Context: an optimization exercise on an open-source flow, tuned for small area, a short achievable clock period and few clock cycles. The choices shown serve that exercise and are no tape-out recipe. Function was checked by simulation only, so behaviour that the tests miss may differ from the original. Power is estimated from default activity; no workload was simulated.

==> flow/design.v <==
module pipe_engine (
    input  wire         clk,
    input  wire         rst,           
    input  wire [1:0]   cfg_policy,    
    input  wire         cfg_exe_fwd,   
    input  wire         cfg_mem_fwd,   
    input  wire         cmd_valid,
    output wire         cmd_ready,
    input  wire [69:0]  cmd,
    input  wire [3:0]   tr_status,     
    input  wire [195:0] tr_rec,        
    output wire         rsp_valid,
    output reg          rsp_ok,
    output reg  [63:0]  rsp_val,
    output reg  [1:0]   rsp_pulls      
);
    localparam R_OP    = 64;    
    localparam R_S1    = 67;    
    localparam R_S1N   = 75;
    localparam R_S2    = 76;    
    localparam R_S2N   = 84;
    localparam R_D     = 85;    
    localparam R_DN    = 93;
    localparam R_CCR   = 94;
    localparam R_CCW   = 95;
    localparam R_MEM   = 96;
    localparam R_BR    = 97;
    reg [1:0]  policy;
    reg        exe_fwd, mem_fwd;
    reg        fe_v   [0:1];
    reg        fe_m   [0:1];
    reg [2:0]  fe_op  [0:1];
    reg [7:0]  fe_d   [0:1];
    reg        fe_q   [0:1];
    reg        fe_ccw [0:1];
    reg        fe_dO  [0:1];
    reg [1:0]  fe_dI  [0:1];
    reg [1:0]  fe_dE  [0:1];
    reg        fe_o1;               
    reg        id_v   [0:1];
    reg        id_st  [0:1];
    reg        id_m   [0:1];
    reg [2:0]  id_op  [0:1];
    reg [7:0]  id_d   [0:1];
    reg        id_q   [0:1];
    reg        id_ccw [0:1];
    reg        ex_v   [0:1];
    reg        ex_m   [0:1];
    reg [2:0]  ex_op  [0:1];
    reg        ma_v   [0:1];
    reg        ma_m   [0:1];
    reg [2:0]  ma_op  [0:1];
    reg [3:0]  inflight;
    reg        halt, fetch_stall, trace_error, trace_done;
    localparam NC = 9;
    localparam LB = 11;                  
    reg [LB-1:0]    cnt_lo [0:NC-1];
    reg [63:LB]     cnt_hi [0:NC-1];     
    reg [NC-1:0]    cnt_z;               
    reg [NC-1:0]    pend;                
    reg [3:0]       rot;                 
    wire            busy = (rot != 4'd0) || (|pend);
    reg [63:0] cval [0:NC-1];
    always @* begin
        for (c = 0; c < NC; c = c + 1)
            cval[c] = {cnt_z[c] ? {64-LB{1'b0}} : cnt_hi[c], cnt_lo[c]};
    end
    wire [63:0] stat_cycles   = cval[0];
    wire [63:0] stat_branches = cval[1];
    wire [63:0] stat_mispred  = cval[2];
    wire [63:0] op_count      = cval[8];
    assign cmd_ready = !busy;
    assign rsp_valid = cmd_valid && !busy;
    wire [3:0] opc     = cmd[3:0];
    wire       perfect = (policy == 2'd1);
    wire       at      = !perfect;             
    wire       acc     = cmd_valid && !busy;   
    wire       do_step = acc && opc == 4'h1 && !halt;
    wire       do_upd  = acc && opc == 4'h3;
    integer    i, j, c;
    reg  [1:0] blk_i, blk_e;       
    reg  [1:0] direct;
    reg  [1:0] stall;
    always @* begin
        for (j = 0; j < 2; j = j + 1) begin
            blk_i[j] = id_v[j] && !id_st[j] && !(exe_fwd && id_op[j] != 3'd1);
            blk_e[j] = ex_v[j] && !mem_fwd;
        end
        direct[0] = (fe_dO[0] && fe_v[1] &&  fe_o1) || |(fe_dI[0] & blk_i) || |(fe_dE[0] & blk_e);
        direct[1] = (fe_dO[1] && fe_v[0] && !fe_o1) || |(fe_dI[1] & blk_i) || |(fe_dE[1] & blk_e);
        stall[0]  = fe_v[0] && (direct[0] || (fe_v[1] &&  fe_o1 && direct[1]));
        stall[1]  = fe_v[1] && (direct[1] || (fe_v[0] && !fe_o1 && direct[0]));
    end
    wire rest_empty = !(ex_v[0] | ex_v[1] | id_v[0] | id_v[1] | fe_v[0] | fe_v[1]);
    wire wb_any     = ma_v[0] | ma_v[1];
    wire halt_wb    = trace_done & wb_any & rest_empty;
    wire fs         = fetch_stall & !((ma_v[0] & ma_m[0]) | (ma_v[1] & ma_m[1]));
    wire [1:0]  st0  = tr_status[1:0];
    wire [1:0]  st1  = tr_status[3:2];
    wire [97:0] rec0 = tr_rec[97:0];
    wire [97:0] rec1 = tr_rec[195:98];
    wire hold0  = stall[0];
    wire act0   = !hold0 && !fs;                  
    wire take0  = act0 && !trace_done;            
    wire good0  = take0 && st0 == 2'd0 && rec0[R_OP +: 3] <= 3'd4;
    wire br0    = good0 && at && rec0[R_OP +: 3] == 3'd3;
    wire mis0   = br0 && !rec0[R_BR];
    wire end0   = act0 && !good0;
    wire err0   = take0 && !good0 && st0 != 2'd1;
    wire [1:0]  sts  = take0 ? st1 : st0;
    wire [97:0] recs = take0 ? rec1 : rec0;
    wire hold1  = stall[1];
    wire act1   = !hold1 && !fs && !mis0;
    wire take1  = act1 && !trace_done && !end0;
    wire good1  = take1 && sts == 2'd0 && recs[R_OP +: 3] <= 3'd4;
    wire br1    = good1 && at && recs[R_OP +: 3] == 3'd3;
    wire mis1   = br1 && !recs[R_BR];
    wire end1   = act1 && !good1;
    wire err1   = take1 && !good1 && sts != 2'd1;
    wire n_halt = halt_wb | (end0 & rest_empty) | (end1 & rest_empty & !good0);
    function automatic dep(input [97:0] r, input pq, input pccw, input [7:0] pd);
        dep = (r[R_CCR] & pccw) |
              (pq & ((r[R_S1N] & (r[R_S1 +: 8] == pd)) | (r[R_S2N] & (r[R_S2 +: 8] == pd))));
    endfunction
    reg [1:0] nI0, nE0, nI1, nE1;
    reg       nO1;
    always @* begin
        for (j = 0; j < 2; j = j + 1) begin
            nI0[j] = dep(rec0, fe_q[j], fe_ccw[j], fe_d[j]);
            nE0[j] = dep(rec0, id_q[j], id_ccw[j], id_d[j]);
            nI1[j] = dep(recs, fe_q[j], fe_ccw[j], fe_d[j]);
            nE1[j] = dep(recs, id_q[j], id_ccw[j], id_d[j]);
        end
        nO1 = take0 ? dep(rec1, rec0[R_DN] & (rec0[R_MEM] | rec0[R_CCW]), rec0[R_CCW], rec0[R_D +: 8])
                    : nI1[0];
    end
    wire [63:0] stat_retired = op_count - inflight;
    always @* begin
        rsp_ok    = 1'b1;
        rsp_val   = 64'd0;
        rsp_pulls = 2'd0;
        case (opc)
            4'h1: begin
                rsp_val[0] = halt | n_halt;
                if (!halt) rsp_pulls = {1'b0, take0} + {1'b0, take1};
            end
            4'h2: begin
                rsp_ok     = !perfect;
                rsp_val[0] = !perfect;
            end
            4'h3: ;
            4'hC: begin
                case (cmd[11:4])
                    8'h00: rsp_val = 64'd2;
                    8'h01: rsp_val = {62'd0, policy};
                    8'h02: rsp_val = {63'd0, exe_fwd};
                    8'h03: rsp_val = {63'd0, mem_fwd};
                    8'h10: rsp_val = stat_cycles;
                    8'h11: rsp_val = stat_retired;
                    8'h12: rsp_val = stat_branches;
                    8'h13: rsp_val = stat_mispred;
                    8'h14: rsp_val = cval[3];
                    8'h15: rsp_val = cval[4];
                    8'h16: rsp_val = cval[5];
                    8'h17: rsp_val = cval[6];
                    8'h18: rsp_val = cval[7];
                    8'h20: rsp_val = {59'd0, trace_done, trace_done, trace_error, fetch_stall, halt};
                    8'h21: rsp_val = op_count;
                    8'h22: rsp_val = trace_done ? op_count : 64'd0;
                    8'h23: ;
                    8'h24: ;
                    default: rsp_ok = 1'b0;
                endcase
            end
            default: rsp_ok = 1'b0;
        endcase
    end
    wire [1:0] ret_cat [0:4];
    genvar g;
    generate
        for (g = 0; g < 5; g = g + 1) begin : g_cat
            assign ret_cat[g] = {1'b0, ma_v[0] && ma_op[0] == g} + {1'b0, ma_v[1] && ma_op[1] == g};
        end
    endgenerate
    wire [1:0] n_good = {1'b0, good0} + {1'b0, good1};
    wire [1:0] n_wb   = {1'b0, ma_v[0]} + {1'b0, ma_v[1]};
    wire [1:0] n_br   = do_step ? {1'b0, br0} + {1'b0, br1} : {1'b0, do_upd};
    wire       n_mis  = do_step ? (mis0 | mis1) : (do_upd && cmd[68] != cmd[69]);
    reg  [1:0] cinc [0:NC-1];            
    reg [LB:0] lo_sum [0:NC-1];          
    always @* begin
        cinc[0] = {1'b0, do_step};
        cinc[1] = n_br;
        cinc[2] = {1'b0, n_mis};
        for (c = 0; c < 5; c = c + 1) cinc[3 + c] = do_step ? ret_cat[c] : 2'd0;
        cinc[8] = do_step ? n_good : 2'd0;
        for (c = 0; c < NC; c = c + 1) lo_sum[c] = {1'b0, cnt_lo[c]} + cinc[c];
    end
    wire [63:LB] ring_in = (cnt_z[NC-1] ? {64-LB{1'b0}} : cnt_hi[NC-1]) + pend[NC-1];
    always @(posedge clk) begin
        if (busy) begin
            cnt_hi[0] <= ring_in;
            for (c = 1; c < NC; c = c + 1) cnt_hi[c] <= cnt_hi[c-1];
        end
    end
    always @(posedge clk) begin
        if (rst) begin
            policy  <= cfg_policy;
            exe_fwd <= cfg_exe_fwd;
            mem_fwd <= cfg_mem_fwd;
            for (i = 0; i < 2; i = i + 1) begin
                fe_v[i]  <= 1'b0;
                id_v[i]  <= 1'b0;
                id_st[i] <= 1'b0;
                ex_v[i]  <= 1'b0;
                ma_v[i]  <= 1'b0;
            end
            fe_o1         <= 1'b0;
            inflight      <= 4'd0;
            halt          <= 1'b0;
            fetch_stall   <= 1'b0;
            trace_error   <= 1'b0;
            trace_done    <= 1'b0;
            for (c = 0; c < NC; c = c + 1) cnt_lo[c] <= {LB{1'b0}};
            cnt_z <= {NC{1'b1}};
            pend  <= {NC{1'b0}};
            rot   <= 4'd0;
        end else begin
            if (busy) begin
                cnt_z <= {cnt_z[NC-2:0], cnt_z[NC-1] & !pend[NC-1]};
                pend  <= {pend[NC-2:0], 1'b0};
                rot   <= (rot == NC - 1) ? 4'd0 : rot + 4'd1;
            end else begin
                for (c = 0; c < NC; c = c + 1) begin
                    cnt_lo[c] <= lo_sum[c][LB-1:0];
                    if (lo_sum[c][LB]) pend[c] <= 1'b1;
                end
            end
            if (do_step) begin
                inflight    <= inflight + n_good - n_wb;
                halt        <= n_halt;
                fetch_stall <= fs | mis0 | mis1;
                trace_error <= trace_error | err0 | err1;
                trace_done  <= trace_done | end0 | end1;
                for (i = 0; i < 2; i = i + 1) begin
                    ma_v[i]   <= ex_v[i];
                    ma_m[i]   <= ex_m[i];
                    ma_op[i]  <= ex_op[i];
                    ex_v[i]   <= id_v[i] & !id_st[i];
                    ex_m[i]   <= id_m[i];
                    ex_op[i]  <= id_op[i];
                    id_v[i]   <= fe_v[i];
                    id_st[i]  <= stall[i];
                    id_m[i]   <= fe_m[i];
                    id_op[i]  <= fe_op[i];
                    id_d[i]   <= fe_d[i];
                    id_q[i]   <= fe_q[i];
                    id_ccw[i] <= fe_ccw[i];
                end
                fe_o1 <= hold1 & (!hold0 | fe_o1);
                if (hold0) begin
                    fe_dE[0] <= fe_dI[0];
                    fe_dI[0] <= {fe_dO[0], 1'b0};
                end else begin
                    fe_v[0]   <= good0;
                    fe_m[0]   <= mis0;
                    fe_op[0]  <= rec0[R_OP +: 3];
                    fe_d[0]   <= rec0[R_D +: 8];
                    fe_q[0]   <= rec0[R_DN] & (rec0[R_MEM] | rec0[R_CCW]);
                    fe_ccw[0] <= rec0[R_CCW];
                    fe_dO[0]  <= nI0[1];
                    fe_dI[0]  <= nI0;
                    fe_dE[0]  <= nE0;
                end
                if (hold1) begin
                    fe_dE[1] <= fe_dI[1];
                    fe_dI[1] <= {1'b0, fe_dO[1]};
                end else begin
                    fe_v[1]   <= good1;
                    fe_m[1]   <= mis1;
                    fe_op[1]  <= recs[R_OP +: 3];
                    fe_d[1]   <= recs[R_D +: 8];
                    fe_q[1]   <= recs[R_DN] & (recs[R_MEM] | recs[R_CCW]);
                    fe_ccw[1] <= recs[R_CCW];
                    fe_dO[1]  <= nO1;
                    fe_dI[1]  <= nI1;
                    fe_dE[1]  <= nE1;
                end
            end
        end
    end
endmodule
==> flow/run.sh <==
#!/bin/bash
# synth_recipe.tcl (not shown) runs the flow's synth.tcl, then flattens the netlist and writes it again
# the make line also repeats each setting of config.mk as NAME=value (left out here)
make -C /OpenROAD-flow-scripts/flow DESIGN_CONFIG=/design/flow/config.mk WORK_HOME=/design/flow/orfs CLKGATE_MAP_FILE= SYNTH_SCRIPT=/design/flow/synth_recipe.tcl finish
==> flow/config.mk <==
export PLATFORM = sky130hd
export DESIGN_NAME = pipe_engine
export DESIGN_NICKNAME = pipe_engine
export VERILOG_FILES = /design/flow/design.v
export SDC_FILE = /design/flow/constraint.sdc
export NUM_CORES = 4
export LEC_CHECK = 0
export CAP_MARGIN = 20
export CORE_MARGIN = 2
export CORE_UTILIZATION = 40
export CTS_BUF_LIST = sky130_fd_sc_hd__clkbuf_16
export CTS_CLUSTER_DIAMETER = 80
export CTS_CLUSTER_SIZE = 24
export PLACE_DENSITY = 0.6
export SETUP_SLACK_MARGIN = 5
export SLEW_MARGIN = 20
==> flow/constraint.sdc <==
create_clock -name core_clock -period 12.0 [get_ports {clk}]
set_input_delay 2.4000 -clock core_clock [delete_from_list [all_inputs] [get_ports {clk}]]
set_output_delay 2.4000 -clock core_clock [all_outputs]
set_load 0.01 [all_outputs]
==> out/metrics.cfg, run 1 <==
[status]
status = no timing/DRC/antenna violations

[synthesis]
syn_area_um2 = 32900
post-synth-top-count-cell = edfxtp_1
yosys.area.top_type = edfxtp_1
postSynthCellCount = 2786
ys_ff_latch = 703
avgSynthCellArea_um2 = 11.8
synth_top_family_by_area = simple AND/OR/NAND/NOR gates
synth_cell_types = 85
yosys-top-cells-count = edfxtp_1, nor2_1, nand2_1
synthMuxAreaShare_pct = 1.36
synth_warnings = 28
async_flop_share_pct = 0
synth_compound_area_share_pct = 12.2
synth_flop_cell = edfxtp_1
yosys.area_share.simple_pct = 13.6
synth.net_count = 3113
synth_edf_count = 563
ys_top_cells_by_area = edfxtp_1, dfxtp_1, xor2_1
synth_adder_area_share_pct = 2.16
ys_seq_area_share_pct = 60.0
yosysTopAreaCellShare_pct = 51.5
yosys.area_share.xor_xnor_pct = 8.18

[grt]
grt_antenna_before_repair = 3
grt_overflow = 0
grt_pass1_wl_mm = 148
grt_max_degree = 104
track_usage_pct = 22.7
first_global_vias = 23500

[timing]
fin_crit_ns = 7.03
tightest_slew_ns = 1.10
timing.final.crit_share_pct = 58.6
drv_slew = 0
finalClockSkew_ns = 0.0384
rsz0062_at_grt = true
finalHoldViolations = 0
tns_ns = 0
fmax_ghz = 0.142
maxSlewHeadroom_pct = 26.5
hold_slack_ns = 0.421
final-setup-viol-count = 0

[finish]
syn2layout_area_growth_pct = 17.3
nets = 3302
multi_input_area_um2 = 13000
diodes = 0
drive_gt1_share_pct = 12.8
register_area_um2 = 19700
fillCellCount = 7296

[routing]
drt-vias-per-instance = 5.97
drc = 0
ant_nets = 0
drt_iter0_markers = 2749
drt_first_pass_iters = 9
vias = 24300
drt-wirelength-per-cell_um = 24.4
wl_mm = 99.4

[worst_setup_path]
cp_max_fo = 5
cp.required_ns = 9.60
worstPathArrival_ns = 4.63
startpoint_type = primary input
crit_type = primary input to output pin
cp-end-kind = output pin

[clock_tree]
clk_pin_slew_ns = 0.10
cts_max_level = 2
cts_tree = yes
ctsHoldBuffers = 0
tritoncts.num_buffers = 40
cts_root_buffer = clkbuf_16
cts.sink_count = 703
clkLatencyLatePin_ns = 0.63
clk_path_buf_depth = 3

[power]
combPwrFrac_pct = 16.3
power.leakage_uw = 0.0129
swShare_pct = 31.5
p_sw_uw = 2030
p_int_uw = 4410
peakVddDrop_mv = 0.196
powerDensity_nw_per_um2 = 167
power_frac_seq_pct = 59.9
p_clk_share_pct = 23.8

[min_path]
hp-class = register to register

[place]
detailed_place_hpwl_mm = 60.8
port_buffers = 161
gp_congestion = 0.903

[floorplan]
die_h_um = 291
io_pins = 346
initial_core_util_pct = 40.2
rows = 105
dieArea_um2 = 84400
coreArea_um2 = 81700
die_x_um = 291

[job]
maxCapViolCount = 0

## layout by cell type (no fill, tap or decap), types with 30 or more instances in the layout
master / netlist / layout
inv_1: 58 / 63
clkdlybuf4s50_1: 0 / 80
a22o_1: 50 / 50
nor3_1: 69 / 55
xnor2_1: 115 / 115
clkbuf_16: 0 / 42
xor2_1: 192 / 192
dfxtp_1: 140 / 139
a22oi_1: 109 / 107
nor4_1: 38 / 37
edfxtp_1: 563 / 563
nor2b_1: 33 / 30
a221oi_1: 58 / 51
a222oi_1: 32 / 32
nor2_1: 267 / 252
and3_1: 39 / 39
buf_4: 0 / 74
nand4_1: 56 / 56
ha_1: 39 / 39
buf_2: 12 / 44
nand2_1: 246 / 244
a21oi_1: 118 / 113
o21ai_0: 57 / 51
nand3_1: 92 / 89
## flip-flops by register name, summed over array words and instances, names as in the netlist, 4 cells and up
| signal | flops |
|---|---|
| ex_op | 6 |
| ma_op | 6 |
| cnt_z | 9 |
| pend | 9 |
| id_d | 16 |
| fe_dE | 4 |
| cnt_lo | 99 |
| fe_op | 6 |
| rot | 4 |
| id_op | 6 |
| inflight | 4 |
| cnt_hi | 477 |
| fe_dI | 4 |
| fe_d | 16 |
## power groups by stage
| stage | clock network [µW] | registers [µW] | logic (µW) |
|---|---|---|---|
| 2_1_floorplan | 0 | 3810 | 719 |
| 4_1_cts | 1570 | 3850 | 1030 |
| 5_1_grt | 1650 | 3930 | 1140 |
| 6_report | 1530 | 3860 | 1050 |
| 3_3_place_gp | 0 | 3860 | 980 |
| 3_5_place_dp | 0 | 3880 | 1020 |
## metal layers
metal	routed length [µm]	vias up	global-route usage (%)
li1	-	10800	-
met1	43000	12100	32.6
met2	44900	1167	35.3
met3	8800	167	4.23
met4	2720	4	6.32
met5	21	-	0
## worst paths after layout
check	end	cells past startpoint	slack, ns	from
max	rsp_val[2]	14	4.97	cmd[9]
min	ma_m[1]	0	0.42	ex_m[1]
max reg2reg	cnt_lo[1][8]	19	6.90	id_op[0][1]
min reg2reg	ma_m[1]	0	0.42	ex_m[1]
## critical path: stages
cell and delay [ns]:
buf_8 0.09, nand2b_4 0.14, nor3_4 0.12, buf_6 0.15, nand3b_1 0.11, buf_6 0.18
buf_8 0.14, buf_4 0.14, nor2_4 0.17, buf_4 0.16, a22o_1 0.14, a221oi_1 0.06
a31oi_1 0.31, dlygate4sd2_1 0.32
## metrics by stage
stage / setup WS [ns] / instances / area (µm²) / power (µW) / utilization, %
2_1_floorplan: 5.02 / 2786 / 32900 / 4530 / -
3_3_place_gp: 2.47 / 3905 / 35600 / 4840 / 43.6
3_5_place_dp: 2.47 / 3905 / 35600 / 4900 / 43.6
4_1_cts: 4.90 / 4046 / 38200 / 6450 / 46.8
5_1_grt: 4.92 / 4068 / 38500 / 6720 / 47.2
6_report: 4.97 / 4068 / 38500 / 6440 / 47.2
## cell families (layout without fill, tap and decap cells)
logic type                 after synthesis  count (layout)
muxes                                   32              32
xor gates and xnor gates               307             307
DFF                                    703             703
buffers and inverters                  209             419
and+or+nand+nor                        927             929
adders and majority gates               50              50
AOI/OAI and AO/OA                      558             558
## cell type report
cell class	instances	area share, %
Sequential cell	703	51.1
Multi-Input combinational cell	1876	33.6
Timing Repair Buffer	293	7.90
Tap cell	1070	3.47
Clock buffer	40	2.60
Clock inverter	25	0.685
Inverter	61	0.613
## repair_timing
item,4_1_cts,5_1_grt
gates cloned,15,2
pin swaps,74,39
endpoints found under the setup margin,67,63
buffers inserted,61,20
resized for setup,404,76
Testbench counts, summed over its fixed seeds: cycles 12,018.
==> run 2, diff against run 1 <==
==> flow/flow/run.sh (new file) <==
#!/bin/bash
# Standard layout (standard.sh), with one change: ORFS's synthesis runs a
# copy of the ORFS scripts folder whose ABC mapping script is
# flow/abc_speed.script (area-recovering mapping, no ABC buffering/sizing;
# OpenROAD's repair steps size and buffer afterwards). Registers, their
# names and cell types are those of the standard synthesis: ABC maps only
# the combinational logic.
set -euo pipefail
cd "$(dirname "$0")/.."
rm -rf scripts_mod
cp -r "$FLOW_HOME/scripts" scripts_mod
cp flow/abc_speed.script scripts_mod/abc_speed.script
bash standard.sh SCRIPTS_DIR="$PWD/scripts_mod" finish > make_finish.log 2>&1
==> flow/flow/abc_speed.script (new file) <==
&get -n
&st
&syn2
&dch
&nf -R 30
&put
==> flow/standard.sh (new file) <==
#!/bin/bash
# synth_recipe.tcl (not shown) runs the flow's synth.tcl, then flattens the netlist and writes it again
# the make line also repeats each setting of config.mk as NAME=value (left out here)
make -C /OpenROAD-flow-scripts/flow DESIGN_CONFIG=/design/flow/config.mk WORK_HOME=/design/flow/orfs CLKGATE_MAP_FILE= SYNTH_SCRIPT=/design/flow/synth_recipe.tcl "${@:-finish}"
removed: flow/run.sh
==> run 2 against run 1 <==
  * Utilization rose by 3.7 points
  * Clock power grew 7%
  * Combinational power rose by 85%
  * Count of clock-buffer cells in the layout grew 4
  * Sequential cell count unchanged
  * Total power grew 28%
  * First-iteration DRC count increased by 15%
  * Global-route usage grew 2.5 points
  * Synthesized cell count is 5.3% lower
  * Synthesized area shrank 2.8%
  * Worst setup slack worse by 0.16 ns
  * Wire length up 8.0%
  * Largest cell class unchanged
==> out/metrics.cfg, run 2 <==
[grt]
first_global_vias = 24800  ; was 23,500
grt_pass1_wl_mm = 158  ; was 148 mm
grt_antenna_before_repair = 3  ; unchanged
grt_overflow = 0  ; unchanged
grt_max_degree = 225  ; was 104
track_usage_pct = 25.3  ; was 22.7%

[synthesis]
synth_warnings = 28  ; unchanged
yosys.area.top_type = edfxtp_1  ; unchanged
yosysTopAreaCellShare_pct = 52.9  ; was 51.5%
yosys-top-cells-count = edfxtp_1, nor2_1, nand2_1  ; unchanged
synth_cell_types = 52  ; was 85
post-synth-top-count-cell = edfxtp_1  ; unchanged
ys_top_cells_by_area = edfxtp_1, dfxtp_1, xor2_1  ; unchanged
ys_ff_latch = 703  ; unchanged
postSynthCellCount = 2638  ; was 2,786
synth_flop_cell = edfxtp_1  ; unchanged
synth_edf_count = 563  ; unchanged
synth.net_count = 2965  ; was 3,113
avgSynthCellArea_um2 = 12.1  ; was 11.8 µm²
ys_seq_area_share_pct = 61.7  ; was 60.0%
async_flop_share_pct = 0  ; unchanged
syn_area_um2 = 31900  ; was 32,900 µm²

[routing]
dr.max_layer_used = met5  ; unchanged
wl_mm = 107  ; was 99.4 mm
drt-vias-per-instance = 6.13  ; was 5.97
wl_met3_mm = 9.34  ; was 8.80 mm
drt_iter0_markers = 3163  ; was 2,749
drc = 0  ; unchanged
vias = 25400  ; was 24,300
wl_met1_mm = 44.7  ; was 43.0 mm
drt_first_pass_iters = 9  ; unchanged
wl_met2_mm = 49.9  ; was 44.9 mm
ant_nets = 0  ; unchanged
drt-wirelength-per-cell_um = 25.9  ; was 24.4 µm

[clock_tree]
tritoncts.num_buffers = 41  ; was 40
clk_path_buf_depth = 3  ; unchanged
cts_root_buffer = clkbuf_16  ; unchanged
clkLatencyLatePin_ns = 0.63  ; about the same
cts.sink_count = 703  ; unchanged
clk_pin_slew_ns = 0.10  ; about the same
cts_max_level = 2  ; unchanged
cts_tree = yes  ; unchanged
ctsHoldBuffers = 0  ; unchanged

[timing]
drv_slew = 0  ; unchanged
fmax_ghz = 0.139  ; was 0.142 GHz
hold_slack_ns = 0.418  ; was 0.421 ns
fin_crit_ns = 7.19  ; was 7.03 ns
timing.final.ws_setup_ns = 4.81  ; was 4.97 ns
maxSlewHeadroom_pct = 19.3  ; was 26.5%
finalHoldViolations = 0  ; unchanged
finalClockSkew_ns = 0.0333  ; was 0.0384 ns
final-setup-viol-count = 0  ; unchanged
tns_ns = 0  ; unchanged
timing.final.crit_share_pct = 59.9  ; was 58.6%
rsz0062_at_grt = true  ; unchanged
tightest_slew_ns = 1.21  ; was 1.10 ns

[floorplan]
die_h_um = 287  ; was 291 µm
dieArea_um2 = 82100  ; was 84,400 µm²
initial_core_util_pct = 40.4  ; was 40.2%
coreArea_um2 = 79000  ; was 81,700 µm²
rows = 103  ; was 105
io_pins = 346  ; unchanged
die_x_um = 287  ; was 291 µm

[worst_setup_path]
crit_type = primary input to output pin  ; unchanged
cp_max_fo = 7  ; was 5
critPathTopFamily = buffers and inverters  ; unchanged
r2r_cells = 25  ; was 19
cp_common_cell = buf_12
reg2reg_to = cnt_lo[1][10]  ; was cnt_lo[1][8]
r2r-start = exe_fwd  ; was id_op[0][1]
slowest_delay_ns = 0.25  ; was 0.32 ns
cp_cell_sequence = buf_8, nor3_4, nand2_4, or2_0, buf_6, buf_4, buf_12, nor3_4, buf_12, buf_12, buf_16, a22o_1, a221oi_2, and3_1, a21oi_2, buf_2  ; was buf_8, nand2b_4, nor3_4, buf_6, nand3b_1, buf_6, buf_8, buf_4, nor2_4, buf_4, a22o_1, a221oi_1, a31oi_1, dlygate4sd2_1
worstPathArrival_ns = 4.79  ; was 4.63 ns
startpoint_type = primary input  ; unchanged
cp-end-kind = output pin  ; unchanged
crit_buf_inv = 8  ; was 7
crit_slowest_cell = nor3_4  ; was dlygate4sd2_1
reg2reg_slack_ns = 6.22  ; was 6.90 ns
cp.required_ns = 9.60  ; about the same

[finish]
diodes = 0  ; unchanged
largest_registers = cnt_hi (477), cnt_lo (99)  ; unchanged
final_cell_area_um2 = 40200  ; was 38,500 µm²
largest_reg_flops = 477  ; unchanged
syn2layout_area_growth_pct = 25.8  ; was 17.3%
layout_commonest_cell = edfxtp_1  ; unchanged
drive_gt1_share_pct = 18.8  ; was 12.8%
final_cell_mix = edfxtp_1, nand2_1, nor2_1, xor2_1, dfxtp_1  ; was edfxtp_1, nor2_1, nand2_1, xor2_1, dfxtp_1
regMostFlops = cnt_hi  ; unchanged
nets = 3398  ; was 3,302
fillCellCount = 6779  ; was 7,296

[place]
port_buffers = 161  ; unchanged
placed_area_um2 = 35400  ; was 35,600 µm²
detailed_place_hpwl_mm = 63.3  ; was 60.8 mm
dpl_worst_slack_ns = 2.14  ; was 2.47 ns
gp_congestion = 0.914  ; was 0.903

[min_path]
min_from = ex_m[0]  ; was ex_m[1]
whs_path_depth = 0  ; unchanged
hp-class = register to register  ; unchanged
hold_end = ma_m[0]  ; was ma_m[1]

[power]
peakVddDrop_mv = 0.248  ; was 0.196 mV
power.leakage_uw = 0.0143  ; was 0.0129 µW
powerDensity_nw_per_um2 = 206  ; was 167 nW/µm²

[status]
status = no timing/DRC/antenna violations  ; unchanged

[job]
maxCapViolCount = 0  ; unchanged

## run 2: timing repair
action / CTS / global route
gates cloned: 22 / 6
resized for setup: 554 / 130
buffers inserted: 125 / 29
pin swaps: 126 / 75
setup endpoints to repair: 66 / 63
## run 2: how the worst max path moves through the flow
stage / from / endpoint / slack, ns / cells after the start
floorplan: rot[1] / rsp_valid / -13.09 / 6
global placement: cmd[9] / rsp_val[25] / 2.24 / 13
detailed placement: cmd[9] / rsp_val[29] / 2.14 / 13
CTS: cmd[10] / rsp_val[31] / 4.83 / 15
global route: cmd[10] / rsp_val[51] / 4.68 / 16
finish: cmd[10] / rsp_val[52] / 4.81 / 16
## run 2: cell families (layout without fill, tap and decap cells)
| kind of cell | after synthesis | in the layout | synth area share, % |
|---|---|---|---|
| AO/OA/AOI/OAI | 575 | 575 | 12.6 |
| flip-flops | 703 | 703 | 61.7 |
| buffers and inverters | 55 | 515 | 0.646 |
| adder cells (fa/ha/maj) | 50 | 50 | 2.22 |
| AND/OR/NAND/NOR | 975 | 977 | 15.1 |
| multiplexers | 23 | 23 | 0.732 |
| XOR/XNOR | 257 | 257 | 7.05 |
## run 2: routing by layer
metal / up-vias / track usage (%)
met2: 1335 / 40.5
met5: - / 0
li1: 11200 / -
met1: 12700 / 35.5
met4: 2 / 7.76
met3: 212 / 3.58
## run 2: layout make-up
| class | count | area, µm² | share of cell area [%] |
|---|---|---|---|
| clock buffers | 44 | 1100 | 2.74 |
| clock inverters | 28 | 297 | 0.738 |
| inverters | 55 | 214 | 0.533 |
| multi-input cells | 1882 | 13300 | 33.2 |
| flip-flops and latches | 703 | 19700 | 49.1 |
| well taps | 1050 | 1310 | 3.27 |
| repair buffers | 388 | 4210 | 10.5 |
## run 2: report_power, final
part	internal (µW)	total [µW]	switching, µW
logic	507	1940	1430
clock network	740	1630	888
registers	4150	4710	556
total	5400	8270	2870
## run 2: through the flow
step / instances / power (µW) / utilization (%)
after floorplan: 2638 / 5380 / -
after global placement: 3893 / 6340 / 44.8
after detailed placement: 3895 / 6470 / 44.8
after CTS: 4114 / 8210 / 49.8
after global routing: 4150 / 8640 / 50.9
final: 4150 / 8270 / 50.9
==> run 3, diff against run 2 <==
--- a/flow/design.v
+++ b/flow/design.v
@@ -53,22 +53,15 @@
     reg [3:0]  inflight;
     reg        halt, fetch_stall, trace_error, trace_done;
     localparam NC = 9;
-    localparam LB = 11;                  
+    localparam LB = 10;                  
     reg [LB-1:0]    cnt_lo [0:NC-1];
-    reg [63:LB]     cnt_hi [0:NC-1];     
-    reg [NC-1:0]    cnt_z;               
+    reg [63:LB]     cnt_hi [0:NC-1];
     reg [NC-1:0]    pend;                
-    reg [3:0]       rot;                 
-    wire            busy = (rot != 4'd0) || (|pend);
-    reg [63:0] cval [0:NC-1];
-    always @* begin
-        for (c = 0; c < NC; c = c + 1)
-            cval[c] = {cnt_z[c] ? {64-LB{1'b0}} : cnt_hi[c], cnt_lo[c]};
-    end
-    wire [63:0] stat_cycles   = cval[0];
-    wire [63:0] stat_branches = cval[1];
-    wire [63:0] stat_mispred  = cval[2];
-    wire [63:0] op_count      = cval[8];
+    wire            busy = |pend;
+    wire [63:0] stat_cycles   = {cnt_hi[0], cnt_lo[0]};
+    wire [63:0] stat_branches = {cnt_hi[1], cnt_lo[1]};
+    wire [63:0] stat_mispred  = {cnt_hi[2], cnt_lo[2]};
+    wire [63:0] op_count      = {cnt_hi[8], cnt_lo[8]};
     assign cmd_ready = !busy;
     assign rsp_valid = cmd_valid && !busy;
     wire [3:0] opc     = cmd[3:0];
@@ -135,9 +128,33 @@
                     : nI1[0];
     end
     wire [63:0] stat_retired = op_count - inflight;
+    reg [NC-1:0] wsel;
+    always @* begin
+        wsel = {NC{1'b0}};
+        for (c = NC - 1; c >= 0; c = c - 1)
+            if (pend[c]) wsel = {{NC-1{1'b0}}, 1'b1} << c;
+    end
+    wire [7:0] csr   = cmd[11:4];
+    wire       is_rd = (opc == 4'hC) && !busy;
+    wire s_cyc = (is_rd && csr == 8'h10) || wsel[0];
+    wire s_ret =  is_rd && csr == 8'h11;
+    wire s_br  = (is_rd && csr == 8'h12) || wsel[1];
+    wire s_mis = (is_rd && csr == 8'h13) || wsel[2];
+    wire s_c0  = (is_rd && csr == 8'h14) || wsel[3];
+    wire s_c1  = (is_rd && csr == 8'h15) || wsel[4];
+    wire s_c2  = (is_rd && csr == 8'h16) || wsel[5];
+    wire s_c3  = (is_rd && csr == 8'h17) || wsel[6];
+    wire s_c4  = (is_rd && csr == 8'h18) || wsel[7];
+    wire s_opc = (is_rd && (csr == 8'h21 || (csr == 8'h22 && trace_done))) || wsel[8];
+    wire [63:0] mux = ({64{s_cyc}} & stat_cycles)   | ({64{s_ret}} & stat_retired) |
+                      ({64{s_br}}  & stat_branches) | ({64{s_mis}} & stat_mispred) |
+                      ({64{s_c0}}  & {cnt_hi[3], cnt_lo[3]}) | ({64{s_c1}} & {cnt_hi[4], cnt_lo[4]}) |
+                      ({64{s_c2}}  & {cnt_hi[5], cnt_lo[5]}) | ({64{s_c3}} & {cnt_hi[6], cnt_lo[6]}) |
+                      ({64{s_c4}}  & {cnt_hi[7], cnt_lo[7]}) | ({64{s_opc}} & op_count);
+    wire [63:LB] hi_inc = mux[63:LB] + 1'b1;
     always @* begin
         rsp_ok    = 1'b1;
-        rsp_val   = 64'd0;
+        rsp_val   = mux;
         rsp_pulls = 2'd0;
         case (opc)
             4'h1: begin
@@ -150,25 +167,14 @@
             end
             4'h3: ;
             4'hC: begin
-                case (cmd[11:4])
-                    8'h00: rsp_val = 64'd2;
-                    8'h01: rsp_val = {62'd0, policy};
-                    8'h02: rsp_val = {63'd0, exe_fwd};
-                    8'h03: rsp_val = {63'd0, mem_fwd};
-                    8'h10: rsp_val = stat_cycles;
-                    8'h11: rsp_val = stat_retired;
-                    8'h12: rsp_val = stat_branches;
-                    8'h13: rsp_val = stat_mispred;
-                    8'h14: rsp_val = cval[3];
-                    8'h15: rsp_val = cval[4];
-                    8'h16: rsp_val = cval[5];
-                    8'h17: rsp_val = cval[6];
-                    8'h18: rsp_val = cval[7];
-                    8'h20: rsp_val = {59'd0, trace_done, trace_done, trace_error, fetch_stall, halt};
-                    8'h21: rsp_val = op_count;
-                    8'h22: rsp_val = trace_done ? op_count : 64'd0;
-                    8'h23: ;
-                    8'h24: ;
+                case (csr)
+                    8'h00: rsp_val[1:0] = 2'd2;
+                    8'h01: rsp_val[1:0] = policy;
+                    8'h02: rsp_val[0]   = exe_fwd;
+                    8'h03: rsp_val[0]   = mem_fwd;
+                    8'h10, 8'h11, 8'h12, 8'h13, 8'h14, 8'h15, 8'h16, 8'h17, 8'h18: ;
+                    8'h20: rsp_val[4:0] = {trace_done, trace_done, trace_error, fetch_stall, halt};
+                    8'h21, 8'h22, 8'h23, 8'h24: ;
                     default: rsp_ok = 1'b0;
                 endcase
             end
@@ -183,25 +189,25 @@
         end
     endgenerate
     wire [1:0] n_good = {1'b0, good0} + {1'b0, good1};
+    reg  [1:0] cinc [0:NC-1];            
     wire [1:0] n_wb   = {1'b0, ma_v[0]} + {1'b0, ma_v[1]};
     wire [1:0] n_br   = do_step ? {1'b0, br0} + {1'b0, br1} : {1'b0, do_upd};
     wire       n_mis  = do_step ? (mis0 | mis1) : (do_upd && cmd[68] != cmd[69]);
-    reg  [1:0] cinc [0:NC-1];            
-    reg [LB:0] lo_sum [0:NC-1];          
     always @* begin
         cinc[0] = {1'b0, do_step};
         cinc[1] = n_br;
         cinc[2] = {1'b0, n_mis};
         for (c = 0; c < 5; c = c + 1) cinc[3 + c] = do_step ? ret_cat[c] : 2'd0;
         cinc[8] = do_step ? n_good : 2'd0;
+    end
+    reg [LB:0] lo_sum [0:NC-1];          
+    always @* begin
         for (c = 0; c < NC; c = c + 1) lo_sum[c] = {1'b0, cnt_lo[c]} + cinc[c];
     end
-    wire [63:LB] ring_in = (cnt_z[NC-1] ? {64-LB{1'b0}} : cnt_hi[NC-1]) + pend[NC-1];
+    wire [63:LB] hi_d = rst ? {64-LB{1'b0}} : hi_inc;
     always @(posedge clk) begin
-        if (busy) begin
-            cnt_hi[0] <= ring_in;
-            for (c = 1; c < NC; c = c + 1) cnt_hi[c] <= cnt_hi[c-1];
-        end
+        for (c = 0; c < NC; c = c + 1)
+            if (rst || wsel[c]) cnt_hi[c] <= hi_d;
     end
     always @(posedge clk) begin
         if (rst) begin
@@ -222,19 +228,12 @@
             trace_error   <= 1'b0;
             trace_done    <= 1'b0;
             for (c = 0; c < NC; c = c + 1) cnt_lo[c] <= {LB{1'b0}};
-            cnt_z <= {NC{1'b1}};
-            pend  <= {NC{1'b0}};
-            rot   <= 4'd0;
+            pend <= {NC{1'b0}};
         end else begin
-            if (busy) begin
-                cnt_z <= {cnt_z[NC-2:0], cnt_z[NC-1] & !pend[NC-1]};
-                pend  <= {pend[NC-2:0], 1'b0};
-                rot   <= (rot == NC - 1) ? 4'd0 : rot + 4'd1;
-            end else begin
-                for (c = 0; c < NC; c = c + 1) begin
-                    cnt_lo[c] <= lo_sum[c][LB-1:0];
-                    if (lo_sum[c][LB]) pend[c] <= 1'b1;
-                end
+            for (c = 0; c < NC; c = c + 1) begin
+                cnt_lo[c] <= lo_sum[c][LB-1:0];
+                if (lo_sum[c][LB]) pend[c] <= 1'b1;
+                if (wsel[c]) pend[c] <= 1'b0;
             end
             if (do_step) begin
                 inflight    <= inflight + n_good - n_wb;
==> run 3 against run 2 <==
  * Design area grew 0.63%
  * Worst setup slack lost 0.27 ns
  * Largest cell class unchanged
  * Count of clock-buffer cells in the layout shrank 2
  * Non-clock buffer count grew 119
  * Cell count shrank 5.5%
  * Critical endpoint is now rsp_val[0]
  * Wire length grew 0.63%
==> out/metrics.cfg, run 3 <==
[status]
status = no timing/DRC/antenna violations  ; unchanged

[routing]
drt-vias-per-instance = 6.15  ; was 6.13
ant_nets = 0  ; unchanged
wl_mm = 108  ; was 107 mm
wl_met2_mm = 48.6  ; was 49.9 mm
drt_first_pass_iters = 7  ; was 9
drt_iter0_markers = 3120  ; was 3,163
dr.max_layer_used = met5  ; unchanged
drt-wirelength-per-cell_um = 27.5  ; was 25.9 µm
wl_met3_mm = 10.9  ; was 9.34 mm
wl_met1_mm = 43.8  ; was 44.7 mm
vias = 24100  ; was 25,400
drc = 0  ; unchanged

[synthesis]
ys_top_cells_by_area = edfxtp_1, dfxtp_1, a222oi_1  ; was edfxtp_1, dfxtp_1, xor2_1
ys_seq_area_share_pct = 64.0  ; was 61.7%
yosysTopAreaCellShare_pct = 56.2  ; was 52.9%
ys_ff_latch = 690  ; was 703
synth_flop_cell = edfxtp_1  ; unchanged
synth_warnings = 27  ; was 28
synth_edf_count = 572  ; was 563
synth.net_count = 2686  ; was 2,965
post-synth-top-count-cell = edfxtp_1  ; unchanged
async_flop_share_pct = 0  ; unchanged
yosys.area.top_type = edfxtp_1  ; unchanged
postSynthCellCount = 2362  ; was 2,638
avgSynthCellArea_um2 = 12.9  ; was 12.1 µm²
synth_cell_types = 58  ; was 52
syn_area_um2 = 30500  ; was 31,900 µm²
yosys-top-cells-count = edfxtp_1, nor2_1, nand2_1  ; unchanged

[finish]
largest_reg_flops = 486  ; was 477
syn2layout_area_growth_pct = 32.4  ; was 25.8%
final_cell_mix = edfxtp_1, buf_4, nand2_1, nor2_1, xor2_1  ; was edfxtp_1, nand2_1, nor2_1, xor2_1, dfxtp_1
regMostFlops = cnt_hi  ; unchanged
nets = 3240  ; was 3,398
layout_commonest_cell = edfxtp_1  ; unchanged
largest_registers = cnt_hi (486), cnt_lo (90)  ; was cnt_hi (477), cnt_lo (99)
final_cell_area_um2 = 40400  ; was 40,200 µm²
drive_gt1_share_pct = 25.8  ; was 18.8%

[grt]
grt_antenna_before_repair = 1  ; was 3
track_usage_pct = 26.8  ; was 25.3%
grt_max_degree = 75  ; was 225
first_global_vias = 23500  ; was 24,800
grt_pass1_wl_mm = 155  ; was 158 mm
grt_overflow = 0  ; unchanged

[worst_setup_path]
slowest_delay_ns = 0.77  ; was 0.25 ns
worst-path-stages = 14  ; was 16
critPathTopFamily = compound AO/OA/AOI/OAI gates  ; was buffers and inverters
startpoint_type = primary input  ; unchanged
cp_cell_sequence = buf_6, or4b_4, nand3b_1, buf_6, o31ai_4, buf_6, buf_6, a222oi_1, o2111ai_4, nor3_2, o22ai_1, nor3_2, a21oi_1, buf_2  ; was buf_8, nor3_4, nand2_4, or2_0, buf_6, buf_4, buf_12, nor3_4, buf_12, buf_12, buf_16, a22o_1, a221oi_2, and3_1, a21oi_2, buf_2
r2r_cells = 26  ; was 25
cp.required_ns = 9.60  ; about the same
crit_type = primary input to output pin  ; unchanged
cp_max_fo = 4  ; was 7
crit_slowest_cell = a222oi_1  ; was nor3_4
worstPathArrival_ns = 5.06  ; was 4.79 ns
crit_buf_inv = 5  ; was 8
cp-end-kind = output pin  ; unchanged
cp_common_cell = buf_6  ; was buf_12

[timing]
drv_slew = 0  ; unchanged
final-setup-viol-count = 0  ; unchanged
timing.final.ws_setup_ns = 4.54  ; was 4.81 ns
fmax_ghz = 0.134  ; was 0.139 GHz
rsz0062_at_grt = true  ; unchanged
finalClockSkew_ns = 0.0380  ; was 0.0333 ns
tightest_slew_ns = 1.14  ; was 1.21 ns
finalHoldViolations = 0  ; unchanged
tns_ns = 0  ; unchanged
maxSlewHeadroom_pct = 23.8  ; was 19.3%
fin_crit_ns = 7.46  ; was 7.19 ns
timing.final.crit_share_pct = 62.2  ; was 59.9%

[clock_tree]
clkLatencyLatePin_ns = 0.61  ; was 0.63 ns
cts_tree = yes  ; unchanged
tritoncts.num_buffers = 40  ; was 41
cts_root_buffer = clkbuf_16  ; unchanged
clk_path_buf_depth = 3  ; unchanged
ctsHoldBuffers = 0  ; unchanged
clk_pin_slew_ns = 0.09  ; was 0.10 ns
cts_max_level = 2  ; unchanged
cts.sink_count = 690  ; was 703

[power]
p_int_uw = 3410  ; was 5400 µW
p_sw_uw = 1030  ; was 2870 µW
peakVddDrop_mv = 0.0885  ; was 0.248 mV
powerDensity_nw_per_um2 = 110  ; was 206 nW/µm²
power_frac_seq_pct = 60.2  ; was 56.9%
swShare_pct = 23.3  ; was 34.8%
combPwrFrac_pct = 5.1  ; was 23.4%
power.leakage_uw = 0.0149  ; was 0.0143 µW
p_clk_share_pct = 34.7  ; was 19.7%

[min_path]
hp-class = register to register  ; unchanged
whs_path_depth = 0  ; unchanged

[place]
detailed_place_hpwl_mm = 58.2  ; was 63.3 mm
placed_area_um2 = 34300  ; was 35,400 µm²
gp_congestion = 0.903  ; was 0.914
port_buffers = 161  ; unchanged
dpl_worst_slack_ns = 2.09  ; was 2.14 ns

[floorplan]
dieArea_um2 = 78600  ; was 82,100 µm²
initial_core_util_pct = 40.3  ; was 40.4%
rows = 101  ; was 103
die_h_um = 280  ; was 287 µm
die_x_um = 280  ; was 287 µm
coreArea_um2 = 75800  ; was 79,000 µm²
io_pins = 346  ; unchanged

[job]
maxCapViolCount = 0  ; unchanged

[run 3: logic make-up after synthesis]
group	Yosys count	share of synthesized area [%]
flip-flops	690	64.0
XOR/XNOR	250	7.17
buffers and inverters	65	0.799
adder cells (fa/ha/maj)	47	2.20
multiplexers	22	0.725
AND/OR/NAND/NOR	846	13.8
AO/OA/AOI/OAI	442	11.3
[run 3: final cells by class]
| type | count | area [µm²] |
|---|---|---|
| sequential | 690 | 19500 |
| clock buffer | 42 | 1050 |
| clock inverter | 26 | 253 |
| timing repair buffer | 507 | 5690 |
| tap | 978 | 1220 |
| fill | 6258 | 35400 |
| antenna | 2 | 5.00 |
| inverter | 65 | 282 |
| multi-input combinational | 1612 | 12400 |
[run 3: final timing paths]
| check | start | slack, ns | end |
|---|---|---|---|
| max reg2reg | pend[1] | 5.35 | cnt_hi[4][61] |
| max | cmd[8] | 4.54 | rsp_val[0] |
| min | fe_op[1][1] | 0.42 | id_op[1][1] |
| min reg2reg | fe_op[1][1] | 0.42 | id_op[1][1] |
[run 3: routing by layer]
layer	up-vias	global-route usage, %
met2	1344	42.2
met3	237	5.07
met4	2	10.4
li1	10400	-
met5	-	0
met1	12100	36.7
[run 3: metrics by stage]
stage	power, µW	util, %	hold slack [ns]	instances
floorplan	2820	-	0.400	2362
global placement	2930	45.3	0.404	3534
detailed placement	2940	45.3	0.405	3535
CTS	4440	51.3	0.419	3827
global route	4560	53.3	0.418	3920
finish	4440	53.3	0.422	3922
[run 3: timing repair]
action | 4_1_cts | 5_1_grt
resized for setup | 590 | 181
setup buffers | 192 | 87
cloned | 32 | 4
pin swaps | 99 | 103
endpoints found under the setup margin | 508 | 201
[run 3: power by group through the flow]
| stage | Combinational [µW] | Sequential, µW | Clock (µW) |
|---|---|---|---|
| 2_1_floorplan | 97.9 | 2720 | 0 |
| 3_3_place_gp | 207 | 2720 | 0 |
| 4_1_cts | 218 | 2670 | 1550 |
| 3_5_place_dp | 209 | 2730 | 0 |
| 5_1_grt | 241 | 2680 | 1640 |
| 6_report | 227 | 2680 | 1540 |
Testbench counts of run 3, summed over its fixed seeds: cycles 12,018.
==> run 4, diff against run 3 <==
==> flow/run.sh (new file) <==
#!/bin/bash
# synth_recipe.tcl (not shown) runs the flow's synth.tcl, then flattens the netlist and writes it again
# the make line also repeats each setting of config.mk as NAME=value (left out here)
make -C /OpenROAD-flow-scripts/flow DESIGN_CONFIG=/design/flow/config.mk WORK_HOME=/design/flow/orfs CLKGATE_MAP_FILE= SYNTH_SCRIPT=/design/flow/synth_recipe.tcl finish
removed: flow/flow/run.sh
removed: flow/flow/abc_speed.script
removed: flow/standard.sh
==> run 4 against run 3 <==
  * Utilization shrank 2.4 points
  * Combinational power up 24%
  * Count of clock-buffer cells in the layout down 1
  * Synthesized cell count rose by 26%
  * Cell count grew 17%
  * Critical path depth shrank 1
  * Wire length is 32% higher
==> out/metrics.cfg, run 4 <==
[synthesis]
yosys-top-cells-count = edfxtp_1, nand2_1, nor2_1  ; was edfxtp_1, nor2_1, nand2_1
synth_flop_cell = edfxtp_1  ; unchanged
syn_area_um2 = 34600  ; was 30,500 µm²
synth_edf_count = 572  ; unchanged
yosys.area_share.xor_xnor_pct = 6.66  ; was 7.17%
synth.net_count = 3303  ; was 2,686
async_flop_share_pct = 0  ; unchanged
synthMuxAreaShare_pct = 1.26  ; was 0.725%
post-synth-top-count-cell = edfxtp_1  ; unchanged
ys_ff_latch = 690  ; unchanged
yosysTopAreaCellShare_pct = 49.6  ; was 56.2%
avgSynthCellArea_um2 = 11.6  ; was 12.9 µm²
synth_adder_area_share_pct = 1.94  ; was 2.20%
ys_seq_area_share_pct = 56.5  ; was 64.0%
synth_top_family_by_area = simple AND/OR/NAND/NOR gates  ; unchanged
yosys.area_share.simple_pct = 16.7  ; was 13.8%
postSynthCellCount = 2979  ; was 2,362
synth_warnings = 27  ; unchanged
synth_compound_area_share_pct = 14.0  ; was 11.3%
yosys.area.top_type = edfxtp_1  ; unchanged
synth_cell_types = 98  ; was 58
ys_top_cells_by_area = edfxtp_1, dfxtp_1, xor2_1  ; was edfxtp_1, dfxtp_1, a222oi_1

[floorplan]
die_x_um = 298  ; was 280 µm
initial_core_util_pct = 40.5  ; was 40.3%
rows = 107  ; was 101
die_h_um = 298  ; was 280 µm
coreArea_um2 = 85400  ; was 75,800 µm²
dieArea_um2 = 88900  ; was 78,600 µm²
io_pins = 346  ; unchanged

[clock_tree]
cts_root_buffer = clkbuf_16  ; unchanged
clk_pin_slew_ns = 0.09  ; about the same
clkLatencyLatePin_ns = 0.63  ; was 0.61 ns
cts_max_level = 2  ; unchanged
cts_tree = yes  ; unchanged
cts.sink_count = 690  ; unchanged
tritoncts.num_buffers = 38  ; was 40
clk_path_buf_depth = 3  ; unchanged

[timing]
tns_ns = 0  ; unchanged
finalHoldViolations = 0  ; unchanged
timing.final.crit_share_pct = 59.8  ; was 62.2%
drv_slew = 0  ; unchanged
timing.final.ws_setup_ns = 4.82  ; was 4.54 ns
final-setup-viol-count = 0  ; unchanged
finalClockSkew_ns = 0.0421  ; was 0.0380 ns
tightest_slew_ns = 1.09  ; was 1.14 ns
fmax_ghz = 0.139  ; was 0.134 GHz
fin_crit_ns = 7.18  ; was 7.46 ns
rsz0062_at_grt = true  ; unchanged
maxSlewHeadroom_pct = 26.6  ; was 23.8%

[power]
power_frac_seq_pct = 60.5  ; was 60.2%
combPwrFrac_pct = 6.4  ; was 5.1%
swShare_pct = 23.8  ; was 23.3%
peakVddDrop_mv = 0.0892  ; was 0.0885 mV
p_sw_uw = 1050  ; was 1030 µW
powerDensity_nw_per_um2 = 102  ; was 110 nW/µm²
p_clk_share_pct = 33.1  ; was 34.7%
p_int_uw = 3380  ; was 3410 µW
power.leakage_uw = 0.0159  ; was 0.0149 µW

[job]
maxCapViolCount = 0  ; unchanged

[place]
port_buffers = 161  ; unchanged
gp_congestion = 0.960  ; was 0.903
detailed_place_hpwl_mm = 84.4  ; was 58.2 mm
dpl_worst_slack_ns = 2.75  ; was 2.09 ns

[finish]
drive_gt1_share_pct = 23.0  ; was 25.8%
syn2layout_area_growth_pct = 25.7  ; was 32.4%
largest_reg_flops = 486  ; unchanged
layout_commonest_cell = edfxtp_1  ; unchanged
largest_registers = cnt_hi (486), cnt_lo (90)  ; unchanged
nets = 3723  ; was 3,240
regMostFlops = cnt_hi  ; unchanged
final_cell_mix = edfxtp_1, buf_4, nor2_1, nand2_1, xor2_1  ; was edfxtp_1, buf_4, nand2_1, nor2_1, xor2_1

[routing]
drc = 0  ; unchanged
drt_first_pass_iters = 8  ; was 7
drt_iter0_markers = 4191  ; was 3,120
drt-wirelength-per-cell_um = 31.3  ; was 27.5 µm
vias = 30000  ; was 24,100
ant_nets = 0  ; unchanged
drt-vias-per-instance = 6.56  ; was 6.15
wl_mm = 143  ; was 108 mm

[grt]
grt_max_degree = 104  ; was 75
grt_overflow = 0  ; unchanged
first_global_vias = 28600  ; was 23,500
grt_pass1_wl_mm = 201  ; was 155 mm
grt_antenna_before_repair = 8  ; was 1
track_usage_pct = 30.9  ; was 26.8%

[worst_setup_path]
crit_type = primary input to output pin  ; unchanged
cp.required_ns = 9.60  ; about the same
cp-end-kind = output pin  ; unchanged
worstPathArrival_ns = 4.78  ; was 5.06 ns
startpoint_type = primary input  ; unchanged
r2r_cells = 16  ; was 26
cp_max_fo = 8  ; was 4

[status]
status = no timing/DRC/antenna violations  ; unchanged

[min_path]
whs_path_depth = 0  ; unchanged
hp-class = register to register  ; unchanged

[run 4: cell count changes after synthesis, sizes merged, moves of 62 or more]
cell    before  now
buf          0   74
clkbuf       0  103
inv          0   62
a222oi     126   40
a22oi       47  127
clkinv      65    1
[run 4: path summary, 6_finish.rpt]
| path | from | end | slack [ns] |
|---|---|---|---|
| setup / recovery | cmd[0] | rsp_val[42] | 4.82 |
| hold / removal | ex_op[1][2] | ma_op[1][2] | 0.42 |
| setup reg to reg | pend[0] | cnt_hi[7][58] | 5.45 |
| hold reg to reg | ex_op[1][2] | ma_op[1][2] | 0.42 |
[run 4: kinds of logic (layout without fill, tap and decap cells)]
group / Yosys count / in the layout
DFF: 690 / 690
adders and majority gates: 47 / 47
xor gates and xnor gates: 263 / 263
and+or+nand+nor: 1044 / 1046
AOI/OAI and AO/OA: 654 / 658
buffers and inverters: 240 / 676
other: 0 / 6
muxes: 41 / 41
[run 4: cell type report]
cell class,instances,area [µm²]
Antenna cell,6,15.0
Tap cell,1144,1430
Inverter,63,236
Multi-Input combinational cell,2055,15400
Timing Repair Buffer,551,5680
Sequential cell,690,19500
Clock inverter,21,156
Clock buffer,41,1030
Fill cell,7412,41900
[run 4: timing repair]
item | CTS | global route
endpoints found under the setup margin | 520 | 92
resized for setup | 564 | 148
hold buffers | 0 | 0
gates cloned | 23 | 5
pin swaps | 121 | 88
buffers inserted | 210 | 82
[run 4: power by group through the flow]
| stage | combinational (µW) | clock, µW | sequential (µW) |
|---|---|---|---|
| after floorplan | 123 | 0 | 2720 |
| after global placement | 238 | 0 | 2730 |
| after detailed placement | 240 | 0 | 2730 |
| after CTS | 269 | 1470 | 2680 |
| after global routing | 291 | 1550 | 2690 |
| final | 282 | 1470 | 2680 |
[run 4: metrics by stage]
step           total power [µW]  hold WS [ns]  util [%]  std cells  instance area, µm²
3_3_place_gp               2970         0.401      44.1       4183               37600
5_1_grt                    4530         0.433      50.9       4566               43500
2_1_floorplan              2840         0.400         -       2979               34800
6_report                   4430         0.419      50.9       4571               43500
3_5_place_dp               2970         0.405      44.1       4183               37600
4_1_cts                    4420         0.424      49.4       4478               42200
[run 4: critical path, stage by stage]
cell and delay, ns:
buf_12 0.12, nor4_4 0.33, buf_4 0.18, nand4_4 0.14, buf_12 0.22, nor3_4 0.36, buf_12 0.19, buf_12 0.13
buf_4 0.13, a22o_1 0.20, a2111oi_4 0.07, o211ai_2 0.12, buf_2 0.18
[run 4: metal layers]
metal  global-route usage (%)  vias up  wire [µm]  part of all wire (%)
met3                     8.25      563      17200                    12
met1                     39.6    14800      53500                    37
met5                        0        -         97                 0.068
met4                     17.5        8       9510                   6.7
li1                         -    12400          -                     -
met2                     47.4     2267      62700                    44

==> separate check: timing with driven ports <==
Ports are ideal in the flow. The routed layouts listed here were re-timed in OpenROAD. Step 1 (the two cells are an assumption about what drives the block):
set clk [get_ports {clk}]
set_driving_cell -lib_cell sky130_fd_sc_hd__clkbuf_16 $clk
set_driving_cell -lib_cell sky130_fd_sc_hd__buf_2 [delete_from_list [all_inputs] $clk]
Step 2, shift: input delay + t, output delay - t, t = (earliest + latest rising clock arrival at the registers) / 2. This alone moves slack from input paths to output paths. a / b / c = ideal / step 1 / step 2; a / b = the first two.
run | shift t [ns] | setup WS [ns] | worst register clock-pin slew, ns | pins driven straight from the clock port
run 1 | 0.674 | 4.972 / 4.931 / 4.931 | 0.10 / 0.10 | 1
run 2 | 0.675 | 4.813 / 4.769 / 4.392 | 0.10 / 0.10 | 1
run 3 | 0.656 | 4.539 / 4.507 / 3.944 | 0.10 / 0.10 | 1
run 4 | 0.682 | 4.819 / 4.752 / 4.467 | 0.10 / 0.10 | 1
After both steps every run listed still meets setup and hold. The setup slack of run 3, which loses most, moves by -0.032 ns with the drivers and by -0.595 ns with both steps.
